Background: an optimization exercise with open tools, aiming at small area, a short achievable clock period and few clock cycles. Do not read the settings as production practice.
Only simulation tests tie the RTL to the original design; equivalence was not proved.

==> 12-11: inputs <==
==> flow/design.v (excerpt) <==
module mnt_fxu (
    input  wire        clk,
    input  wire        rst,       
    input  wire        req,
    input  wire        we,
    input  wire [5:0]  addr,      
    input  wire [31:0] wdata,
    output wire        ready,
    output reg  [31:0] rdata
);
Settings: LEC_CHECK=0, ABC_AREA=1, CAP_MARGIN=20, CORE_MARGIN=2, CORE_UTILIZATION=40, CTS_BUF_LIST=sky130_fd_sc_hd__clkbuf_4 sky130_fd_sc_hd__clkbuf_8, CTS_CLUSTER_SIZE=30, SLEW_MARGIN=20; clock period 14.0 ns.
standard.sh (not shown) runs the stock make flow with config.mk's settings and CLKGATE_MAP_FILE= SYNTH_SCRIPT=/design/flow/synth_recipe.tcl, a recipe that flattens the netlist after the stock synthesis.
==> flow/flow/run.sh <==
#!/bin/bash
set -euo pipefail
bash standard.sh SETUP_SLACK_MARGIN=6 finish > standard.log 2>&1
==> inputs of 03-02, as changes to 12-11 <==
==> flow/flow/run.sh (replaced) <==
#!/bin/bash
set -euo pipefail
bash standard.sh SETUP_SLACK_MARGIN=5.5 finish > standard.log 2>&1
CTS_CLUSTER_SIZE = unset   (was 30)
==> inputs of 06-03, as changes to 12-11 <==
ABC_AREA = unset   (was 1)
CORE_UTILIZATION = 55   (was 40)
CTS_BUF_LIST = unset   (was sky130_fd_sc_hd__clkbuf_4 sky130_fd_sc_hd__clkbuf_8)
CTS_CLUSTER_SIZE = unset   (was 30)
==> inputs of 04-26, as changes to 12-11 <==
==> flow/flow/run.sh (replaced) <==
#!/bin/bash
set -euo pipefail
bash standard.sh SETUP_SLACK_MARGIN=6.5 finish > standard.log 2>&1
CTS_CLUSTER_SIZE = unset   (was 30)
==> qor summary <==
	12-11	06-03	04-26	03-02
Status	no timing/DRC/antenna violations	no timing/DRC/antenna violations	no timing/DRC/antenna violations	no timing/DRC/antenna violations
Total of cells resized after clock tree synthesis	259	321	748	104
Layout-stage area growth over the synthesis result	16.1%	14.8%	23.7%	12.2%
Sequential cell area share	29.5%	29.3%	27.6%	30.5%
Met2 usage in global routing	58.5%	72.0%	60.5%	57.7%
Worst Hold Launch	lird[1]	lird[3]	lird[2]	lird[1]
Area used by multi-input combinational logic	0.0333 mm^2	0.0370 mm^2	0.0348 mm^2	0.0327 mm^2
Synth Area in Compound Gates	22.6%	17.1%	22.6%	22.6%
Number of placement rows	138	118	138	138
Mux share of post-synthesis cell area	0.0970%	17.5%	0.0970%	0.0970%
Post-synth cell types	69	116	69	69
Critical Path Start	oa[12]	oa[10]	oa[16]	oa[22]
Clock insertion delay at the later pin of the skew report	0.90 ns	0.65 ns	0.90 ns	0.90 ns
M3 GR Usage	9.50%	15.4%	11.8%	8.63%
Instance area after placement	0.0595 mm^2	0.0601 mm^2	0.0594 mm^2	0.0595 mm^2
Ant. Diodes	10	23	15	11
Cell count along the critical path	20	28	28	25
Number of nets in the layout	7694	5897	7894	7593
Detailed-placement wirelength estimate	195 mm	181 mm	191 mm	195 mm
First-pass GRT wire length	411 mm	377 mm	431 mm	403 mm
Testbench counts of 12-11, summed over its fixed seeds: cycles 35,295.
Testbench counts of 03-02, summed over its fixed seeds: cycles 35,295.
Testbench counts of 06-03, summed over its fixed seeds: cycles 35,295.
Testbench counts of 04-26, summed over its fixed seeds: cycles 35,295.


==> job 5678 <==
mnt_fxu, a different RTL version from the one above (not shown whole).
==> flow/config.mk <==
export PLATFORM = sky130hd
export DESIGN_NAME = mnt_fxu
export DESIGN_NICKNAME = mnt_fxu
export VERILOG_FILES = /design/flow/design.v
export SDC_FILE = /design/flow/constraint.sdc
export NUM_CORES = 4
export LEC_CHECK = 0
export ABC_AREA = 1
export CAP_MARGIN = 20
export CORE_MARGIN = 2
export CORE_UTILIZATION = 40
export CTS_BUF_LIST = sky130_fd_sc_hd__clkbuf_4 sky130_fd_sc_hd__clkbuf_8
export SLEW_MARGIN = 20
==> flow/constraint.sdc <==
create_clock -name core_clock -period 14.0 [get_ports {clk}]
set_input_delay 2.8000 -clock core_clock [delete_from_list [all_inputs] [get_ports {clk}]]
set_output_delay 2.8000 -clock core_clock [all_outputs]
set_load 0.01 [all_outputs]
==> flow/flow/run.sh <==
#!/bin/bash
set -euo pipefail
bash standard.sh SETUP_SLACK_MARGIN=6 finish > standard.log 2>&1
==> job 1059 (differences from job 5678) <==
--- a/flow/design.v
+++ b/flow/design.v
@@ -203,14 +203,11 @@
             regs[e_rd] <= rf_wd;
     end
     wire fwd_a = e_valid && (e_rd == ra);
     wire fwd_b = e_valid && (e_rd == rb);
     wire [31:0] ra_val = fwd_a ? result : pa_val;
-    wire [31:0] rb_reg = regs[rb];
-    wire [31:0] rb_val = fwd_b ? result : rb_reg;
-    wire div_nz  = (fwd_a || (pa_val != 32'd0)) && (fwd_b || (rb_reg != 32'd0));
-    wire cmd_dz  = (op == OP_FDIVI) && !div_nz;
+    wire [31:0] rb_val = fwd_b ? result : regs[rb];
     localparam [NSEL-1:0] SEL_ADD  = 1 << S_ADD;
     localparam [NSEL-1:0] SEL_PASS = 1 << S_PASS;
     always @(posedge clk) begin
         if (rst) begin
             ill     <= 1'b0;
@@ -228,11 +225,11 @@
                 lipend <= 1'b1;
                 lird   <= wdata[25:22];
             end
             if (take) begin
                 e_valid <= wr_data || cmd_alu;
-                busy    <= cmd_long && !cmd_dz;
+                busy    <= cmd_long;
             end else if (e_valid) begin
                 if (e_write) begin
                     e_valid <= 1'b0;
                     busy    <= 1'b0;
                 end else if (d_setup && !d_zero) begin
@@ -249,11 +246,11 @@
             end
         end
     end
     always @(posedge clk) begin
         if (take) begin
-            e_sel <= (wr_data || cmd_dz) ? (wr_data ? SEL_PASS : {NSEL{1'b0}}) : sel;
+            e_sel <= wr_data ? SEL_PASS : sel;
             e_sub <= !wr_data && ((op == OP_FSUB) || (op == OP_FSUBI));
             e_imm <= !wr_data && ((op == OP_FADDI) || (op == OP_FSUBI));
             e_sh  <= wdata[4:0];
             e_rd  <= wr_reg ? addr[3:0] : (cmd_data ? lird : wdata[25:22]);
             oa    <= wr_data ? wdata : ra_val;
==> job 5365 (differences from job 5678) <==
--- a/flow/design.v
+++ b/flow/design.v
@@ -203,14 +203,11 @@
             regs[e_rd] <= rf_wd;
     end
     wire fwd_a = e_valid && (e_rd == ra);
     wire fwd_b = e_valid && (e_rd == rb);
     wire [31:0] ra_val = fwd_a ? result : pa_val;
-    wire [31:0] rb_reg = regs[rb];
-    wire [31:0] rb_val = fwd_b ? result : rb_reg;
-    wire div_nz  = (fwd_a || (pa_val != 32'd0)) && (fwd_b || (rb_reg != 32'd0));
-    wire cmd_dz  = (op == OP_FDIVI) && !div_nz;
+    wire [31:0] rb_val = fwd_b ? result : regs[rb];
     localparam [NSEL-1:0] SEL_ADD  = 1 << S_ADD;
     localparam [NSEL-1:0] SEL_PASS = 1 << S_PASS;
     always @(posedge clk) begin
         if (rst) begin
             ill     <= 1'b0;
@@ -228,11 +225,11 @@
                 lipend <= 1'b1;
                 lird   <= wdata[25:22];
             end
             if (take) begin
                 e_valid <= wr_data || cmd_alu;
-                busy    <= cmd_long && !cmd_dz;
+                busy    <= cmd_long;
             end else if (e_valid) begin
                 if (e_write) begin
                     e_valid <= 1'b0;
                     busy    <= 1'b0;
                 end else if (d_setup && !d_zero) begin
@@ -249,11 +246,11 @@
             end
         end
     end
     always @(posedge clk) begin
         if (take) begin
-            e_sel <= (wr_data || cmd_dz) ? (wr_data ? SEL_PASS : {NSEL{1'b0}}) : sel;
+            e_sel <= wr_data ? SEL_PASS : sel;
             e_sub <= !wr_data && ((op == OP_FSUB) || (op == OP_FSUBI));
             e_imm <= !wr_data && ((op == OP_FADDI) || (op == OP_FSUBI));
             e_sh  <= wdata[4:0];
             e_rd  <= wr_reg ? addr[3:0] : (cmd_data ? lird : wdata[25:22]);
             oa    <= wr_data ? wdata : ra_val;
- ABC_AREA: 1 -> unset
- CTS_BUF_LIST: sky130_fd_sc_hd__clkbuf_4 sky130_fd_sc_hd__clkbuf_8 -> unset
==> qor summary <==
| item | job 5678 | job 5365 | job 1059 |
|---|---|---|---|
| Run status | no timing/DRC/antenna violations | no timing/DRC/antenna violations | no timing/DRC/antenna violations |
| Tapcells | 1903 | 1903 | 1890 |
| DPL Wire Length | 206000 microns | 198000 microns | 195000 microns |
| Storage cell area | 19400 sq um | 19400 sq um | 19400 sq um |
| Sum of buffers and inverters on the critical path | 9 | 7 | 3 |
| Non-clk buf share | 7.76% | 7.70% | 7.68% |
| Initial cell density of the core | 40.2% | 40.3% | 40.2% |
| Hold Slack | 0.506 ns | 0.493 ns | 0.508 ns |
| Fill cells | 14100 | 13100 | 14100 |
| Data required time of the critical path | 14.71 ns | 11.20 ns | 14.58 ns |
| Post-Syn Area | 57600 sq um | 57800 sq um | 56800 sq um |
| Clk_buf instances | 167 | 84 | 152 |
| Kind of start point of the critical path | register | input port | register |
Testbench counts of job 5678, summed over its fixed seeds: cycles 35,048.
Testbench counts of job 1059, summed over its fixed seeds: cycles 35,295.
Testbench counts of job 5365, summed over its fixed seeds: cycles 35,295.


==> job 9903 <==
RTL: one of the versions met above, not the one the previous note started from.
==> flow/config.mk <==
export PLATFORM = sky130hd
export DESIGN_NAME = mnt_fxu
export DESIGN_NICKNAME = mnt_fxu
export VERILOG_FILES = /design/flow/design.v
export SDC_FILE = /design/flow/constraint.sdc
export NUM_CORES = 4
export LEC_CHECK = 0
export ABC_AREA = 1
export CAP_MARGIN = 20
export CORE_MARGIN = 2
export CORE_UTILIZATION = 55
export CTS_BUF_LIST = sky130_fd_sc_hd__clkbuf_4 sky130_fd_sc_hd__clkbuf_8
export SLEW_MARGIN = 20
==> flow/constraint.sdc <==
create_clock -name core_clock -period 14.0 [get_ports {clk}]
set_input_delay 2.8000 -clock core_clock [delete_from_list [all_inputs] [get_ports {clk}]]
set_output_delay 2.8000 -clock core_clock [all_outputs]
set_load 0.01 [all_outputs]
Scripts as last shown in full above: flow/flow/run.sh
==> inputs of job 7797, as changes to job 9903 <==
--- a/flow/config.mk
+++ b/flow/config.mk
@@ -9,5 +9,4 @@
 export CAP_MARGIN = 20
 export CORE_MARGIN = 2
-export CORE_UTILIZATION = 55
-export CTS_BUF_LIST = sky130_fd_sc_hd__clkbuf_4 sky130_fd_sc_hd__clkbuf_8
+export CORE_UTILIZATION = 40
 export SLEW_MARGIN = 20
==> flow_metrics.py <==
metrics = {
    "run_status": {
        "status": "finished clean",
    },
    "floorplanning": {
        "row_count": 117,
        "die_w_um": 325,
    },
    "detailed_routing": {
        "vias": 61900,
        "via_per_inst": 7.02,
    },
    "cells_and_area": {
        "buffers_excl_clock": 461,
        "num-multi-input-gates": 5267,
        "multi_input_area_mm2": 0.0333,
    },
    "critical_path": {
        "crit_path_max_incr_delay_ns": 0.57,
    },
    "clock_network": {
        "cts_root_buffer": "clkbuf_8",
    },
    "sta": {
        "maxSlewHeadroom_pct": 11.9,
        "fin_ws_ns": 5.77,
    },
    "grt": {
        "grt_max_degree": 217,
    },
}
The numbers above come from job 9903.

==> flow_metrics.py <==
metrics = {
    "cells_and_area": {
        "buffers_excl_clock": 468,
        "num-multi-input-gates": 5268,
        "antenna_cells": 11,
        "final-clk-cell-share_pct": 3.81,
    },
    "grt": {
        "grt_max_degree": 120,
        "antenna_found_initial": 22,
    },
    "floorplanning": {
        "die_w_um": 381,
        "dieHeight_um": 381,
        "row_count": 138,
    },
    "synth": {
        "synth_mux_area_share_pct": 0.0970,
        "synth_largest_area_cell": "edfxtp_1",
    },
    "sta": {
        "maxSlewHeadroom_pct": 9.09,
        "fin_ws_ns": 6.00,
    },
    "run_status": {
        "status": "finished clean",
    },
    "clock_network": {
        "post_cts_buffers": 74,
        "cts_root_buffer": "clkbuf_16",
    },
    "placed_design": {
        "post_dp_cell_area_mm2": 0.0595,
    },
}
The numbers above come from job 7797.

Testbench counts of job 9903, summed over its fixed seeds: cycles 35,295.
Testbench counts of job 7797, summed over its fixed seeds: cycles 35,295.

what the ideal ports hide:
The flow's constraints put no driver on any port. The routed layouts listed below were extracted and timed again, unchanged, in two steps. Step 1 sets driving cells, clkbuf_16 on the clock port and buf_2 on the other inputs (assumed; they add their load-dependent delay and slew). Step 2 times the ports against the registers' clock, not the clock port: input delays grow and output delays shrink by t, the midpoint of the rising clock arrivals with the driver on. Slacks: ideal ports / drivers / drivers and shift; pairs: ideal ports / drivers.
run	t (ns)	setup slack, ns	hold slack, ns
12-11	0.920	5.971 / 5.971 / 5.971	0.508 / 0.508 / 0.508
03-02	0.918	5.491 / 5.491 / 5.491	0.512 / 0.512 / 0.512
06-03	0.704	5.923 / 5.895 / 5.895	0.503 / 0.503 / 0.503
04-26	0.941	6.230 / 6.230 / 6.230	0.510 / 0.510 / 0.510
job 5678	0.934	5.980 / 5.980 / 5.556	0.506 / 0.506 / 0.506
job 1059	0.920	5.971 / 5.971 / 5.971	0.508 / 0.508 / 0.508
job 5365	0.722	5.989 / 5.898 / 5.898	0.493 / 0.493 / 0.493
job 9903	0.881	5.768 / 5.768 / 5.768	0.487 / 0.487 / 0.487
job 7797	0.766	6.004 / 6.004 / 6.004	0.494 / 0.494 / 0.494
After both steps setup and hold are still met in every run listed. For job 5678, which loses most, drivers alone change the setup slack by 0.000 ns; drivers and shift together by -0.424 ns.
